From an optimization exercise on the open Yosys and OpenROAD flow, aimed at small area, a short achievable clock period and few clock cycles per item; shortcuts taken in it are not production practice.
No functional check of the RTL was part of this run.

File: design/flow/design.v
module svf_stage;
endmodule
module svf_bank (
    input  wire        clk,
    input  wire        rst,
    input  wire        cmd_valid,
    output wire        cmd_ready,
    input  wire [2:0]  cmd_op,
    input  wire [3:0]  cmd_voice,
    input  wire [15:0] cmd_data,
    output reg         res_valid,
    output reg  [3:0]  res_voice,
    output reg  [23:0] res_y
);
    localparam OP_PROCESS   = 3'd0;
    localparam OP_SET_K     = 3'd1;
    localparam OP_SET_INVQ  = 3'd2;
    localparam OP_SET_MODE  = 3'd3;
    localparam OP_CLEAR     = 3'd4;
    localparam OP_CLEAR_ALL = 3'd5;
    localparam [15:0] K_RESET    = 16'd2332;    
    localparam [15:0] INVQ_RESET = 16'd16384;   
    reg        [15:0] k_r   [0:15];
    reg signed [23:0] lp1_r [0:15];
    reg signed [23:0] bp1_r [0:15];
    reg signed [23:0] lp2_r [0:15];
    reg signed [23:0] bp2_r [0:15];
    reg        [15:0] invq_r;
    reg        [1:0]  ftype_r;
    reg               fiter_r;
    reg        v0, v1;
    reg [2:0]  op0, op1;
    reg [3:0]  vc0, vc1;
    reg [15:0] d0, d1;
    reg rdy;      
    assign cmd_ready = rdy;
    wire take = cmd_valid & rdy;
    reg        rv, qv, tv;
    reg [3:0]  rvc, qvc, tvc;
    wire busy  = rv | qv | tv;
    wire match = (rv & (rvc == vc0)) | (qv & (qvc == vc0)) | (tv & (tvc == vc0));
    wire hold  = (op0 == OP_PROCESS) ? match :
                 (op0 == OP_CLEAR || op0 == OP_CLEAR_ALL) ? busy : 1'b0;
    wire issue = v0 & ~hold;
    wire free0 = ~v0 | issue;
    always @(posedge clk) begin
        if (rst) begin
            v0  <= 1'b0;
            v1  <= 1'b0;
            rdy <= 1'b1;
        end else if (free0) begin
            v0  <= v1 | take;
            v1  <= 1'b0;
            rdy <= 1'b1;
        end else if (take) begin
            v1  <= 1'b1;
            rdy <= 1'b0;
        end
        if (free0) begin
            op0 <= v1 ? op1 : cmd_op;
            vc0 <= v1 ? vc1 : cmd_voice;
            d0  <= v1 ? d1  : cmd_data;
        end
        if (~v1) begin
            op1 <= cmd_op;
            vc1 <= cmd_voice;
            d1  <= cmd_data;
        end
    end
    wire is_proc  = issue & (op0 == OP_PROCESS);
    wire is_setk  = issue & (op0 == OP_SET_K);
    wire is_clr   = issue & (op0 == OP_CLEAR);
    wire is_clra  = issue & (op0 == OP_CLEAR_ALL);
    reg        [15:0] rK;
    reg        [16:0] rOQK;
    reg signed [23:0] rlp1, rbp1, rlp2, rbp2;
    reg        [15:0] rx;
    reg        [1:0]  rft;
    reg               rfi;
    always @(posedge clk) begin
        rv   <= ~rst & is_proc;
        rvc  <= vc0;
        rK   <= k_r[vc0];
        rOQK <= {1'b0, invq_r} + {1'b0, k_r[vc0]};
        rlp1 <= lp1_r[vc0];
        rbp1 <= bp1_r[vc0];
        rlp2 <= lp2_r[vc0];
        rbp2 <= bp2_r[vc0];
        rx   <= d0;
        rft  <= ftype_r;
        rfi  <= fiter_r;
        if (rst) begin
            invq_r  <= INVQ_RESET;
            ftype_r <= 2'd0;
            fiter_r <= 1'b0;
        end else if (issue) begin
            if (op0 == OP_SET_INVQ) invq_r <= d0;
            if (op0 == OP_SET_MODE) begin
                ftype_r <= (d0[1:0] == 2'd3) ? 2'd2 : d0[1:0];
                fiter_r <= d0[2];
            end
        end
    end
    wire signed [23:0] x1 = {{2{rx[15]}}, rx, 6'b0};
    wire signed [37:0] s_hp1 = $signed({1'b0, rOQK}) * $signed(~rbp1)
                             + $signed({x1, 14'b0}) + $signed({~rlp1, 14'b0})
                             + $signed({21'b0, rOQK}) + 38'sd32767;
    wire signed [37:0] s_lp1 = $signed({1'b0, rK}) * rbp1 + $signed({rlp1, 14'b0});
    wire signed [37:0] s_t2  = $signed({1'b0, rOQK}) * $signed(~rbp2)
                             + $signed({~rlp2, 14'b0})
                             + $signed({21'b0, rOQK}) + 38'sd32767;
    wire signed [37:0] s_lp2 = $signed({1'b0, rK}) * rbp2 + $signed({rlp2, 14'b0});
    wire signed [23:0] hp1  = s_hp1[37:14];    
    wire signed [23:0] lp1n = s_lp1[37:14];    
    wire signed [23:0] t2   = s_t2[37:14];     
    wire signed [23:0] lp2n = s_lp2[37:14];    
    reg        [15:0] qK;
    reg signed [23:0] qhp1, qy1p, qbp1, qt2, qbp2, qlp2n;
    reg        [1:0]  qft;
    reg               qfi;
    always @(posedge clk) begin
        qv    <= ~rst & rv;
        qvc   <= rvc;
        qK    <= rK;
        qhp1  <= hp1;
        qy1p  <= (rft == 2'd0) ? lp1n : hp1;
        qbp1  <= rbp1;
        qt2   <= t2;
        qbp2  <= rbp2;
        qlp2n <= lp2n;
        qft   <= rft;
        qfi   <= rfi;
    end
    wire signed [37:0] s_bp1 = $signed({1'b0, qK}) * qhp1 + $signed({qbp1, 14'b0});
    wire signed [23:0] bp1n = s_bp1[37:14];    
    wire signed [23:0] y1  = (qft == 2'd2) ? bp1n : qy1p;
    wire signed [23:0] hp2 = y1 + qt2;
    reg        [15:0] tK;
    reg signed [23:0] thp2, tbp2, ty1, tlp2n;
    reg        [1:0]  tft;
    reg               tfi;
    always @(posedge clk) begin
        tv    <= ~rst & qv;
        tvc   <= qvc;
        tK    <= qK;
        thp2  <= hp2;
        tbp2  <= qbp2;
        ty1   <= y1;
        tlp2n <= qlp2n;
        tft   <= qft;
        tfi   <= qfi;
    end
    wire signed [37:0] s_bp2 = $signed({1'b0, tK}) * thp2 + $signed({tbp2, 14'b0});
    wire signed [23:0] bp2n = s_bp2[37:14];    
    wire signed [23:0] y2 = (tft == 2'd0) ? tlp2n : (tft == 2'd1) ? thp2 : bp2n;
    always @(posedge clk) begin
        if (rst) begin
            res_valid <= 1'b0;
            res_voice <= 4'd0;
            res_y     <= 24'd0;
        end else begin
            res_valid <= tv;
            res_voice <= tvc;
            res_y     <= tfi ? y2 : ty1;
        end
    end
    reg rst_q;
    always @(posedge clk) rst_q <= rst;
    wire        clr_any = rst_q | is_clr | is_clra;
    wire [23:0] wd_lp1 = clr_any ? 24'd0 : lp1n;
    wire [23:0] wd_lp2 = clr_any ? 24'd0 : lp2n;
    wire [23:0] wd_bp1 = clr_any ? 24'd0 : bp1n;
    wire [23:0] wd_bp2 = clr_any ? 24'd0 : bp2n;
    integer i;
    always @(posedge clk) begin
        for (i = 0; i < 16; i = i + 1) begin
            if (rst_q)
                k_r[i] <= K_RESET;
            else if (is_setk && vc0 == i)
                k_r[i] <= d0;
            if (rst_q || is_clra || (is_clr && vc0 == i) || (rv && rvc == i))
                lp1_r[i] <= wd_lp1;
            if (rst_q || is_clra || (is_clr && vc0 == i) || (rv && rfi && rvc == i))
                lp2_r[i] <= wd_lp2;
            if (rst_q || is_clra || (is_clr && vc0 == i) || (qv && qvc == i))
                bp1_r[i] <= wd_bp1;
            if (rst_q || is_clra || (is_clr && vc0 == i) || (tv && tfi && tvc == i))
                bp2_r[i] <= wd_bp2;
        end
    end
endmodule
File: design/flow/run.sh
#!/bin/bash
# synth_recipe.tcl (not shown) runs the flow's synth.tcl, then flattens the netlist and writes it again
# the make line also repeats each setting of config.mk as NAME=value (left out here)
make -C /OpenROAD-flow-scripts/flow DESIGN_CONFIG=/design/flow/config.mk WORK_HOME=/design/flow/orfs CLKGATE_MAP_FILE= SYNTH_SCRIPT=/design/flow/synth_recipe.tcl finish
File: design/flow/config.mk
export PLATFORM = sky130hd
export DESIGN_NAME = svf_bank
export DESIGN_NICKNAME = svf_bank
export VERILOG_FILES = /design/flow/design.v
export SDC_FILE = /design/flow/constraint.sdc
export NUM_CORES = 4
export LEC_CHECK = 0
export ABC_CLOCK_PERIOD_IN_PS = 7000
export CAP_MARGIN = 20
export CORE_MARGIN = 2
export CORE_UTILIZATION = 60
export SLEW_MARGIN = 20
File: design/flow/constraint.sdc
create_clock -name core_clock -period 36.0 [get_ports {clk}]
set_input_delay 7.2000 -clock core_clock [delete_from_list [all_inputs] [get_ports {clk}]]
set_output_delay 7.2000 -clock core_clock [all_outputs]
set_load 0.01 [all_outputs]
==> notes.md <==
status complete, no violations; Mapped Cells 14.9k; Clk pin slew, worst setup/hold paths 0.07 ns; most common cell in the netlist inv_1; cell family with most CP delay buffers and inverters; Vias/cell 6.09; maxcap violations 0; Die Y-Extent 532 um; H-tree levels 4; Worst Hold End tlp2n[20]; layer with the highest usage met2; Vias 114k; critical-path maximum fanout 1; maximum clock frequency 107 MHz; synth unique cells 81; Mean Syn Cell Area 11.2 um^2; FF-to-FF End lp1_r[0][9]; DRC marker count from the first detailed-route iteration 11.7k; most frequent cells after synthesis 2,743 x inv_1, 2,404 x fa_1, 1,559 x edfxtp_1; Clock Tree Buf Depth 4; nets 17.9k; syn nets 18.0k; CP peak stage delay 0.63 ns; CP Cell Sequence clkdlybuf4s50_1; row cnt 193; hold path start qlp2n[20]; setup violators final 0; Hold Buf Count CTS 0; CP required 28.80 ns; Initial Util 60.4%; slowest CP cell clkdlybuf4s50_1; Hold Path Depth 0; largest net degree at the start of global routing 113; CTS Buf Count 243; Post-synth EDFFs 1,559; area of the core 277,000 um^2; Worst Reg-to-Reg Cells 23; final cell count without fillers 18.7k; Syn-to-layout area delta 8.42%; Worst EP arrival 2.12 ns; clock sinks 2,331; antenna violation net count after detailed routing 0; share of the synthesized area in the top cell type 28.7%; Final Skew 0.0816 ns; sum of negative setup slack 0 ns; Worst setup EP type output port; vias in the first global route 121k; Final Critical Period 9.32 ns; initial antenna violation count 71; synthesized cell area 168,000 um^2; Worst Path Buf+Inv 1; DRT Pass-1 Iters 6; worst flop-to-flop path startpoint rK[2]; worst hold path type reg -> reg; Fin. Hold Viols 0; Die Area 283,000 um^2; Final Slew Violations 0; overall die width 532 um; hold_ws 0.322 ns; Worst setup SP type flip-flop; Slew HR 14.0%; RSZ-0062 raised after global routing false; DRC viols 0; hpwl dp 372 mm; GPL Wtd Cong 0.974; Slew @ Worst Pin 1.28 ns; GRT met2 Usage 62.2%; top_reg_cell synth edfxtp_1; Synthesis Warnings 6; FF-to-FF setup slack 27.19 ns; GRT met1 Usage 50.1%; period utilization 25.9%; clock root cell clkbuf_16; routed len/inst 29.0 um; Remaining Overflow, GRT 0; register bit total from synthesis 2,331; leading area contributor after synthesis fa_1; Post-CTS Setup Inserts 0; post-CTS sizing 0; grt met3 use 8.33%; # placed instances 18.2k; worst skew pair latency 0.96 ns; Global Route Usage Sum 38.7%; I/O Buffers 55; IO Pins 56; CTS tree done; Crit Path Class reg -> out; final wirelength 542 mm; first-pass GRT wire length 799 mm; top cells by area, synth fa_1 29%, edfxtp_1 28%, dfxtp_1 9.2%; Post-synth ARST share 0%; ratio of cells with drive above 1 in the final layout 6.15%; register area share after synthesis 37.2%
-- cell families after synthesis --
kind of cell	after synthesis	synth area share [%]
compound gates	1785	7.34
xor+xnor	294	1.54
fa+ha+maj	3110	34.0
buf+inv	3527	7.90
flops	2331	37.2
mux	58	0.373
simple gates	3795	11.7
-- stage by stage --
step           utilization [%]  area [um^2]  setup slack (ns)
2_1_floorplan                -       168000             27.79
6_report                  65.5       182000             26.68
5_1_grt                   65.5       182000             26.69
3_3_place_gp              62.5       173000             27.36
4_1_cts                   65.5       182000             26.69
3_5_place_dp              62.5       173000             27.27
-- routing by layer --
metal  share of wire, %  wire length (um)  up-vias
met3                 11             58200     1486
met5              0.056               302        -
met4                5.8             31600       42
li1                   -                 -    47200
met1                 37            198000    58700
met2                 47            253000     6293
-- cells in the final DEF, fill, tap and decap left out, types with 40 or more instances in the layout --
master / count
a21o_1: 46
buf_4: 303
nand4_1: 147
inv_1: 2743
xnor2_1: 212
nor2b_1: 394
a22oi_1: 616
edfxtp_1: 1559
clkbuf_1: 51
dfxtp_2: 52
clkdlybuf4s50_1: 54
nand3_1: 116
a22o_1: 86
and2_1: 777
nand2_1: 1462
clkbuf_16: 244
xor2_1: 68
nor2_1: 172
nand3b_1: 89
nand2b_1: 486
o21ai_4: 64
a21oi_1: 452
o22a_1: 112
dfxtp_1: 719
ha_1: 706
o21ai_0: 84
clkinv_2: 40
a221oi_1: 88
fa_1: 2404
-- sequential cells by signal, summed over array words and instances (netlist names), 256 cells and up --
signal	flops
bp2_r	384
k_r	256
lp1_r	384
lp2_r	384
bp1_r	384
-- worst max-delay path by stage --
stage | startpoint | depth (start not counted) | endpoint
final | res_voice[2] | 1 | res_voice[2]
after global routing | res_voice[2] | 1 | res_voice[2]
after CTS | res_voice[2] | 1 | res_voice[2]
after detailed placement | qK[11] | 26 | thp2[23]
after global placement | rK[3] | 18 | lp2_r[11][8]
after floorplan | rst | 4 | fiter_r
-- final cells by class --
| class | instances | area, um^2 |
|---|---|---|
| fillers | 21400 | 95600 |
| multi-input cells | 9042 | 93100 |
| flip-flops and latches | 2331 | 62300 |
| inverters | 2743 | 10300 |
| clock buffers | 309 | 6490 |
| well taps | 3705 | 4640 |
| repair buffers | 362 | 2900 |
| clock inverters | 149 | 1780 |
| diodes | 31 | 77.6 |

-- what the ideal ports hide --
Ports are ideal in the flow. The routed layout listed here was re-timed in OpenROAD. Step 1, drivers: a clkbuf_16 drives clk and a buf_2 each remaining input, both assumed. Step 2 also shifts input and output timing later by t, the mid clock arrival at the registers, as if the neighbouring blocks saw the same clock. a / b / c = no drivers / after step 1 / after step 2; a / b = the first two.
t (ns): 1.020
setup slack, ns: 26.677 / 26.576 / 27.193
worst register clock-pin slew, ns: 0.08 / 0.08
worst slew at a driven data input, ns: 0.08
pins driven straight from the clock port: 1
After both steps this run still meets setup and hold. The setup slack of this run moves by -0.101 ns with the drivers and by +0.516 ns with both steps.
